What follows belongs to an exercise in optimizing a design on an open flow for small area; a production flow would make more cautious choices.
In this exercise RTL edits were held to simulation tests only and were not proved equivalent to the original.
Power is estimated from default activity; no workload was simulated.

// spinor_cmd
module spinor_cmd (
    input  wire        clk,
    input  wire        rst_n,
    input  wire [1:0]  ev_kind,
    input  wire [1:0]  ev_wcode,
    input  wire [7:0]  ev_data,
    output reg         rx_valid,
    output reg  [7:0]  rx_data,
    output wire [3:0]  warn,
    output wire        sink_valid,
    output wire [24:0] sink_off,
    output wire [25:0] sink_len,
    output wire [2:0]  width_hint,
    output wire [24:0] mem_addr,
    input  wire [7:0]  mem_rdata,
    output reg         mem_we,
    output reg  [7:0]  mem_wdata,
    output reg         ers_valid,
    output wire [24:0] ers_base,
    output wire [25:0] ers_len
);
==> flow/config.mk <==
export PLATFORM = sky130hd
export DESIGN_NAME = spinor_cmd
export DESIGN_NICKNAME = spinor_cmd
export VERILOG_FILES = /design/flow/design.v
export SDC_FILE = /design/flow/constraint.sdc
export NUM_CORES = 4
export LEC_CHECK = 0
export CAP_MARGIN = 20
export CORE_MARGIN = 2
export CORE_UTILIZATION = 65
export SLEW_MARGIN = 20
==> flow/constraint.sdc <==
create_clock -name core_clock -period 10.0 [get_ports {clk}]
set_input_delay 2.0000 -clock core_clock [delete_from_list [all_inputs] [get_ports {clk}]]
set_output_delay 2.0000 -clock core_clock [all_outputs]
set_load 0.01 [all_outputs]
standard.sh (not shown) runs the stock make flow with config.mk's settings and CLKGATE_MAP_FILE= SYNTH_SCRIPT=/design/flow/synth_recipe.tcl, a recipe that flattens the netlist after the stock synthesis.
==> flow/flow/run.sh <==
#!/bin/bash
# Own layout flow:
#  1. the standard synthesis (standard.sh synth), unchanged;
#  2. the combinational logic between its registers re-mapped for area with
#     ABC (three rounds of four seeds, each round starting from the smallest
#     netlist so far; remap.abc with @SEED@ set); the
#     registers keep their instances, names and cell types, and the result is
#     proved equal to the standard netlist (if the proof fails the standard
#     netlist is kept);
#  3. the standard ORFS layout (standard.sh) with buf_1 port buffers, a tie
#     cell per eight loads instead of one per load, and a clock tree of
#     clkbuf_8 buffers without dummy loads.
# Each tool's full output goes to a log_*.txt file in the work folder.
set -uo pipefail
W=$(pwd)
F=$W/flow
R=$W/orfs/results/$FLOW_PLATFORM/spinor_cmd/base
YOSYS=$FLOW_HOME/../tools/install/yosys/bin/yosys
LIB=$FLOW_HOME/platforms/$FLOW_PLATFORM/lib/sky130_fd_sc_hd__tt_025C_1v80.lib

bash standard.sh synth > $W/log_1_synth.txt 2>&1 || { echo "standard synthesis failed"; exit 1; }
cp $R/1_2_yosys.v $W/synth_standard.v

subst() {  # template, output, input netlist, output netlist, abc script
  sed -e "s#@LIB@#$LIB#g" -e "s#@IN@#$3#g" -e "s#@OUT@#$4#g" \
      -e "s#@ABC@#$5#g" -e "s#@TOP@#$FLOW_TOP#g" "$1" > "$2"
}
area() { awk '/Chip area/ {print $NF}' "$1.stat" 2>/dev/null; }
# rounds of four seeds each, every round starting from the smallest netlist so far
best=$W/synth_standard.v; best_area=""
for round in 1 2 3; do
  for s in 0 1 2 3; do
    out=$W/synth_r${round}_s$s.v
    seed=$(( round * 4 + s ))
    sed "s/@SEED@/$seed/" $F/remap.abc > $W/remap_r${round}_s$s.abc
    subst $F/remap.ys $W/remap_r${round}_s$s.ys $best $out $W/remap_r${round}_s$s.abc
    $YOSYS -s $W/remap_r${round}_s$s.ys > $W/log_2_remap_r${round}_s$s.txt 2>&1 &
  done
  wait
  for s in 0 1 2 3; do
    out=$W/synth_r${round}_s$s.v; a=$(area $out)
    echo "remap round $round seed $s: area ${a:-failed}"
    if [[ -n "$a" ]] && { [[ -z "$best_area" ]] || awk "BEGIN{exit !($a < $best_area)}"; }; then best=$out; best_area=$a; fi
  done
done
if [[ -n "$best_area" ]]; then
  subst $F/equiv.ys $W/equiv.ys $W/synth_standard.v $best ""
  if $YOSYS -s $W/equiv.ys > $W/log_3_equiv.txt 2>&1; then
    echo "re-mapped netlist $(basename $best) (area $best_area) proved equal; using it"
    cp $best $R/1_2_yosys.v
    rm -f $R/1_synth.odb $R/1_synth.sdc
  else
    echo "equivalence not proved; keeping the standard netlist"
  fi
fi

export BUFFER_PORTS_ARGS="-buffer_cell sky130_fd_sc_hd__buf_1"
export SKIP_REPAIR_TIE_FANOUT=1
export POST_FLOORPLAN_TCL=$F/ties.tcl
export CTS_ARGS="-sink_clustering_enable -repair_clock_nets -dont_use_dummy_load -buf_list {sky130_fd_sc_hd__clkbuf_8}"
bash standard.sh > $W/log_4_layout.txt 2>&1 || { echo "layout failed"; tail -20 $W/log_4_layout.txt; exit 1; }
echo "layout done"
==> flow/flow/remap.abc <==
strash
&get -n
&deepsyn -J 30 -S @SEED@
&put
dch -f
amap -F 3 -A 8
mfs2
strash
dch -f
amap -F 3 -A 8
==> flow/flow/ties.tcl <==
# Tie cells: the outputs tied to one constant are shared out, in name order,
# among tie cells of at most 8 loads each (ORFS's own step, skipped with
# SKIP_REPAIR_TIE_FANOUT, gives every load its own tie cell; one tie cell for
# all of them makes one long net across the die).
set tie_group 8
set block [ord::get_db_block]
set master [[ord::get_db] findMaster sky130_fd_sc_hd__conb_1]
set ties {}
foreach inst [$block getInsts] {
  if {[[$inst getMaster] getName] == "sky130_fd_sc_hd__conb_1"} { lappend ties $inst }
}
set k 0
foreach tie $ties {
  foreach pin {LO HI} {
    set net [[$tie findITerm $pin] getNet]
    if {$net == "NULL"} { continue }
    set names {}
    foreach bt [$net getBTerms] { lappend names [$bt getName] }
    set n 0
    set cur_net $net
    foreach name [lsort -dictionary $names] {
      if {$n > 0 && $n % $tie_group == 0} {
        set inst [odb::dbInst_create $block $master "tie_share_$k"]
        set cur_net [odb::dbNet_create $block "tie_share_net_$k"]
        [$inst findITerm $pin] connect $cur_net
        incr k
      }
      if {$cur_net != $net} {
        set bt [$block findBTerm $name]
        $bt disconnect
        $bt connect $cur_net
      }
      incr n
    }
  }
}
puts "tie cells added: $k"
Other scripts of this flow, unchanged in this note and not shown: flow/flow/equiv.ys, flow/flow/remap.ys
The baseline finished with timing, DRC and antenna clean.
Then changed:
--- a/flow/flow/run.sh
+++ b/flow/flow/run.sh
@@ -4,10 +4,10 @@
 #  2. the combinational logic between its registers re-mapped for area with
 #     ABC (three rounds of four seeds, each round starting from the smallest
-#     netlist so far; remap.abc with @SEED@ set); the
+#     netlist so far); the
 #     registers keep their instances, names and cell types, and the result is
 #     proved equal to the standard netlist (if the proof fails the standard
 #     netlist is kept);
-#  3. the standard ORFS layout (standard.sh) with buf_1 port buffers, a tie
-#     cell per eight loads instead of one per load, and a clock tree of
+#  3. the standard ORFS layout (standard.sh) with buf_1 port buffers, one tie
+#     cell per constant instead of one per load, and a clock tree of
 #     clkbuf_8 buffers without dummy loads.
 # Each tool's full output goes to a log_*.txt file in the work folder.
@@ -32,7 +32,5 @@
   for s in 0 1 2 3; do
     out=$W/synth_r${round}_s$s.v
-    seed=$(( round * 4 + s ))
-    sed "s/@SEED@/$seed/" $F/remap.abc > $W/remap_r${round}_s$s.abc
-    subst $F/remap.ys $W/remap_r${round}_s$s.ys $best $out $W/remap_r${round}_s$s.abc
+    subst $F/remap.ys $W/remap_r${round}_s$s.ys $best $out $F/remap$s.abc
     $YOSYS -s $W/remap_r${round}_s$s.ys > $W/log_2_remap_r${round}_s$s.txt 2>&1 &
   done
@@ -57,5 +55,4 @@
 export BUFFER_PORTS_ARGS="-buffer_cell sky130_fd_sc_hd__buf_1"
 export SKIP_REPAIR_TIE_FANOUT=1
-export POST_FLOORPLAN_TCL=$F/ties.tcl
 export CTS_ARGS="-sink_clustering_enable -repair_clock_nets -dont_use_dummy_load -buf_list {sky130_fd_sc_hd__clkbuf_8}"
 bash standard.sh > $W/log_4_layout.txt 2>&1 || { echo "layout failed"; tail -20 $W/log_4_layout.txt; exit 1; }
==> flow/flow/remap0.abc (new file) <==
strash
&get -n
&deepsyn -J 30 -S 0
&put
dch -f
amap -F 3 -A 8
mfs2
strash
dch -f
amap -F 3 -A 8
==> flow/flow/remap1.abc (new file) <==
strash
&get -n
&deepsyn -J 30 -S 1
&put
dch -f
amap -F 3 -A 8
mfs2
strash
dch -f
amap -F 3 -A 8
==> flow/flow/remap2.abc (new file) <==
strash
&get -n
&deepsyn -J 30 -S 2
&put
dch -f
amap -F 3 -A 8
mfs2
strash
dch -f
amap -F 3 -A 8
==> flow/flow/remap3.abc (new file) <==
strash
&get -n
&deepsyn -J 30 -S 3
&put
dch -f
amap -F 3 -A 8
mfs2
strash
dch -f
amap -F 3 -A 8
--- a/flow/config.mk
+++ b/flow/config.mk
@@ -8,4 +8,5 @@
 export CAP_MARGIN = 20
 export CORE_MARGIN = 2
-export CORE_UTILIZATION = 65
+export CORE_UTILIZATION = 40
+export GPL_TIMING_DRIVEN = 0
 export SLEW_MARGIN = 20
removed: flow/flow/remap.abc
removed: flow/flow/ties.tcl
What happened:
- maximum frequency decreases by 8.7%
- clock skew hardly moves
- clock power stays flat
- first-iteration DRC count decreases by 38%
- sequential cell count stays the same
- total power increases by 7.5%
- design area increases by 2.2%
- core utilization decreases by 28 points
- routed wire length increases by 5.0%
- area after synthesis increases by 1.2%

==> re-timing with driven ports <==
Ports are ideal in the flow. The routed layouts listed here were re-timed in OpenROAD.
Step 1 assumes that a clkbuf_16 drives the clock port and a buf_2 every other input.
Step 2 adds t to the input delays and takes it off the output delays; t is the mean of the earliest and latest rising clock arrival at the registers after step 1. Input paths then give back, and output paths get back, about the clock's delay inside the block.
Three values: ideal ports, drivers, drivers and shift; two values: the first two.
| run | shift t [ns] | setup slack, ns | worst setup path after step 2 | latest minus earliest clock arrival (ns) | pins driven straight from the clock port |
|---|---|---|---|---|---|
| the first run | 0.498 | 2.128 / 2.105 / 1.901 | input to register | 0.030 / 0.030 | 1 |
| the second run | 0.489 | 1.382 / 1.360 / 0.908 | input to register | 0.032 / 0.032 | 1 |
After both steps every run listed still meets setup and hold. For the second run, which loses most, drivers alone change the setup slack by -0.022 ns; drivers and shift together by -0.474 ns.
